Source: an optimization exercise on an open RTL-to-GDS flow (aim: small area, a short achievable clock period and few clock cycles per item). Production flows keep margins and buffers that such runs may drop. RTL that was checked went through simulation tests only; none was proved equivalent to the original. Power is estimated from default activity; no workload was simulated.

==> module rgbe_channel, before the edit <==
module rgbe_channel (
    input  wire [7:0]  m,
    input  wire [7:0]  e,
    input  wire        mode,
    output reg  [7:0]  rot,      
    output wire        inc,      
    output wire [1:0]  top,      
    output wire [7:0]  ex        
);
    integer k, i;
    wire nz  = |m;
    wire all = &m;
    wire [7:0] z;
    assign z[0] = 1'b1;
    genvar g;
    generate
        for (g = 1; g < 8; g = g + 1) begin : g_z
            assign z[g] = (m[7:8-g] == 0);
        end
    endgenerate
    reg [2:0] lz;
    always @(*) begin
        lz = 3'd7;
        for (k = 6; k >= 0; k = k - 1)
            if (z[k] && m[7-k]) lz = k[2:0];
        lz = lz;
    end
    wire [9:0] eq;
    generate
        for (g = 0; g < 10; g = g + 1) begin : g_eq
            assign eq[g] = (e == g);
        end
    endgenerate
    wire ebig = (e[7:4] != 4'd0) | (e[3:1] == 3'b101) | (e[3:2] == 2'b11);
    wire [7:0] ge;
    assign ge[7] = ebig;
    assign ge[6] = ebig;
    assign ge[5] = ge[6] | eq[9];
    assign ge[4] = ge[5] | eq[8];
    assign ge[3] = ge[4] | eq[7];
    assign ge[2] = ge[3] | eq[6];
    assign ge[1] = ge[2] | eq[5];
    assign ge[0] = ge[1] | eq[4];
    wire [7:0] a;
    generate
        for (g = 0; g < 8; g = g + 1) begin : g_a
            wire lzk = z[g] & m[7-g];
            wire tail = (g + 3 <= 9) ? (eq[(g + 3) % 10] & z[g]) : 1'b0;
            wire low  = (g >= 5) ? eq[(g + 3) % 8] : 1'b0;
            assign a[g] = !all & ((lzk & ge[g]) | tail | low);
        end
    endgenerate
    reg normal;
    always @(*) begin
        normal = (ebig & nz) | (all & !eq[0] & !eq[1]);
        for (k = 3; k <= 9; k = k + 1)
            normal = normal | (eq[k] & !z[k - 2]);
    end
    always @(*) begin
        rot = 8'd0;
        for (k = 0; k < 8; k = k + 1)
            for (i = 0; i < 8; i = i + 1)
                rot[i] = rot[i] | (a[k] & m[(i - k + 8) % 8]);
    end
    wire fix = mode & (((m[7:6] == 2'b01) & m[0] & eq[3]) |
                       (m[7] & ((eq[2] & (m[1:0] == 2'b10)) |
                                (eq[1] & (m[2:0] == 3'b101)) |
                                (eq[0] & (m[3:0] == 4'b1011)))));
    assign inc = rot[7] | fix;
    assign top = {(rot[6] & !eq[0] & !eq[1]) | (all & eq[1]),
                  (rot[5] & !eq[0]) | (all & eq[0])};
    wire [3:0] kk = all ? 4'd1 : {1'b0, lz} + 4'd2;
    assign ex = normal ? (e - {4'd0, kk}) : 8'd0;
endmodule
clock: 7.0 ns
lec_check: 0
abc_area: 1
cap_margin: 20
core_margin: 2
core_utilization: 40
setup_slack_margin: 3.3
slew_margin: 20
standard.sh (not shown) runs the stock make flow with config.mk's settings and CLKGATE_MAP_FILE= SYNTH_SCRIPT=/design/flow/synth_recipe.tcl, a recipe that flattens the netlist after the stock synthesis.
==> flow/flow/run.sh <==
#!/bin/bash
# The standard layout with two changes:
#  1. after the standard synthesis, the combinational gates are re-mapped
#     for area by ABC's default script (flow/resynth.tcl); every register and
#     tie cell keeps its instance name and cell type;
#  2. the port buffers that global placement inserts use the small
#     sky130_fd_sc_hd__buf_1 instead of the cell the resizer picks by default.
# Timing repair, CTS, routing and the rest are ORFS's own (the standard.sh).
set -euo pipefail
here=$(pwd)
res=$here/orfs/results/$FLOW_PLATFORM/rgbe2rgba/base
bash standard.sh synth > standard_synth.log 2>&1
cp $res/1_2_yosys.v $here/std_1_2_yosys.v
RESYNTH_LIB=$FLOW_HOME/platforms/sky130hd/lib/sky130_fd_sc_hd__tt_025C_1v80.lib \
RESYNTH_IN=$here/std_1_2_yosys.v RESYNTH_OUT=$here/resynth.v \
  $FLOW_HOME/../tools/install/yosys/bin/yosys -c $here/flow/resynth.tcl > resynth.log 2>&1
if grep -E '^\s*(wire|input|output|reg)\b' resynth.v | sed 's/\[[0-9]*:[0-9]*\]//' | grep -q '[/:]'; then
  echo "resynth: bad net name" >&2; exit 1
fi
cp $here/resynth.v $res/1_2_yosys.v
rm -f $res/1_synth.odb $res/1_synth.sdc
bash standard.sh "BUFFER_PORTS_ARGS=-buffer_cell sky130_fd_sc_hd__buf_1" finish > standard.log 2>&1
==> flow/flow/resynth.tcl <==
# Re-map the combinational logic of the standard synthesis netlist for area.
# Every flip-flop and tie cell is kept as it is (same instance name and cell
# type); only the gates between them are re-mapped by ABC's default script.
yosys -import
set lib $::env(RESYNTH_LIB)
read_liberty -wb -ignore_miss_func $lib
blackbox =sky130_fd_sc_hd__edfxtp_1 =sky130_fd_sc_hd__dfxtp_1 =sky130_fd_sc_hd__conb_1
read_verilog $::env(RESYNTH_IN)
hierarchy -top $::env(FLOW_TOP)
flatten -wb
opt -purge
abc -liberty $lib -dont_use *lpflow* -dont_use *probe* -dont_use *clkdly* -dont_use *dlygate* -dont_use *dlymetal*
opt_clean -purge
setundef -zero
hilomap -singleton -hicell sky130_fd_sc_hd__conb_1 HI -locell sky130_fd_sc_hd__conb_1 LO
splitnets
opt_clean -purge
insbuf -buf sky130_fd_sc_hd__buf_4 A X
opt_clean -purge
stat -liberty $lib
write_verilog -noattr -noexpr -nohex -nodec $::env(RESYNTH_OUT)
The first run completed without violations.
Testbench counts at the start, summed over its fixed seeds: cycles 32,008, items 32,000.
Change:
--- a/flow/design.v
+++ b/flow/design.v
@@ -38,40 +38,33 @@
     assign ge[5] = ge[6] | eq[9];
     assign ge[4] = ge[5] | eq[8];
     assign ge[3] = ge[4] | eq[7];
     assign ge[2] = ge[3] | eq[6];
     assign ge[1] = ge[2] | eq[5];
     assign ge[0] = ge[1] | eq[4];
-    wire [7:0] a;
-    generate
-        for (g = 0; g < 8; g = g + 1) begin : g_a
-            wire lzk = z[g] & m[7-g];
-            wire tail = (g + 3 <= 9) ? (eq[(g + 3) % 10] & z[g]) : 1'b0;
-            wire low  = (g >= 5) ? eq[(g + 3) % 8] : 1'b0;
-            assign a[g] = !all & ((lzk & ge[g]) | tail | low);
-        end
-    endgenerate
     reg normal;
     always @(*) begin
         normal = (ebig & nz) | (all & !eq[0] & !eq[1]);
         for (k = 3; k <= 9; k = k + 1)
             normal = normal | (eq[k] & !z[k - 2]);
     end
-    always @(*) begin
-        rot = 8'd0;
-        for (k = 0; k < 8; k = k + 1)
-            for (i = 0; i < 8; i = i + 1)
-                rot[i] = rot[i] | (a[k] & m[(i - k + 8) % 8]);
-    end
+    wire [7:0] n1 = lz[2] ? {m[3:0], 4'd0} : m;
+    wire [7:0] n2 = lz[1] ? {n1[5:0], 2'd0} : n1;
+    wire [7:0] n3 = lz[0] ? {n2[6:0], 1'd0} : n2;
+    wire [2:0] esub = e[2:0] + 3'd5;
+    wire [7:0] s1 = esub[2] ? {m[3:0], m[7:4]} : m;
+    wire [7:0] s2 = esub[1] ? {s1[5:0], s1[7:6]} : s1;
+    wire [7:0] s3 = esub[0] ? {s2[6:0], s2[7]} : s2;
+    always @(*) rot = all ? 8'd0 : (normal ? n3 : s3);
     wire fix = mode & (((m[7:6] == 2'b01) & m[0] & eq[3]) |
                        (m[7] & ((eq[2] & (m[1:0] == 2'b10)) |
                                 (eq[1] & (m[2:0] == 3'b101)) |
                                 (eq[0] & (m[3:0] == 4'b1011)))));
     assign inc = rot[7] | fix;
-    assign top = {(rot[6] & !eq[0] & !eq[1]) | (all & eq[1]),
-                  (rot[5] & !eq[0]) | (all & eq[0])};
+    assign top = {(eq[0] | eq[1]) ? (all & eq[1]) : rot[6],
+                  eq[0] ? all : rot[5]};
     wire [3:0] kk = all ? 4'd1 : {1'b0, lz} + 4'd2;
     assign ex = normal ? (e - {4'd0, kk}) : 8'd0;
 endmodule
 module rgbe_round (
     input  wire [7:0]  rot,
     input  wire        inc,
After rerunning: Area after synthesis is higher by 7.4%; clock skew barely changes; fmax is lower by 0.58%; total power is higher by 18%; routed wire length is lower by 1.5%.
Function not checked in the second run of this note: the RTL went through the layout flow alone.

## re-timing with driven ports
In the flow no input, the clock included, has a driving cell. The finished layouts below were timed again as built, in two steps. Step 1: set_driving_cell puts a clkbuf_16 on clk and a buf_2 on each other input, an assumption about the parent block. Step 2 also shifts input and output timing later by t, the mid clock arrival at the registers, as if the neighbouring blocks saw the same clock. a / b / c = no drivers / after step 1 / after step 2; a / b = the first two.
run	t (ns)	slack for setup (ns)	worst setup path after step 2	slew at the worst register clock pin (ns)
the first run	0.366	3.317 / 3.327 / 2.960	input to register	0.05 / 0.05
the second run	0.369	3.295 / 3.310 / 2.941	input to register	0.06 / 0.06
After both steps setup and hold are still met in every run listed. The setup slack of the first run, which loses most, moves by +0.010 ns with the drivers and by -0.357 ns with both steps.
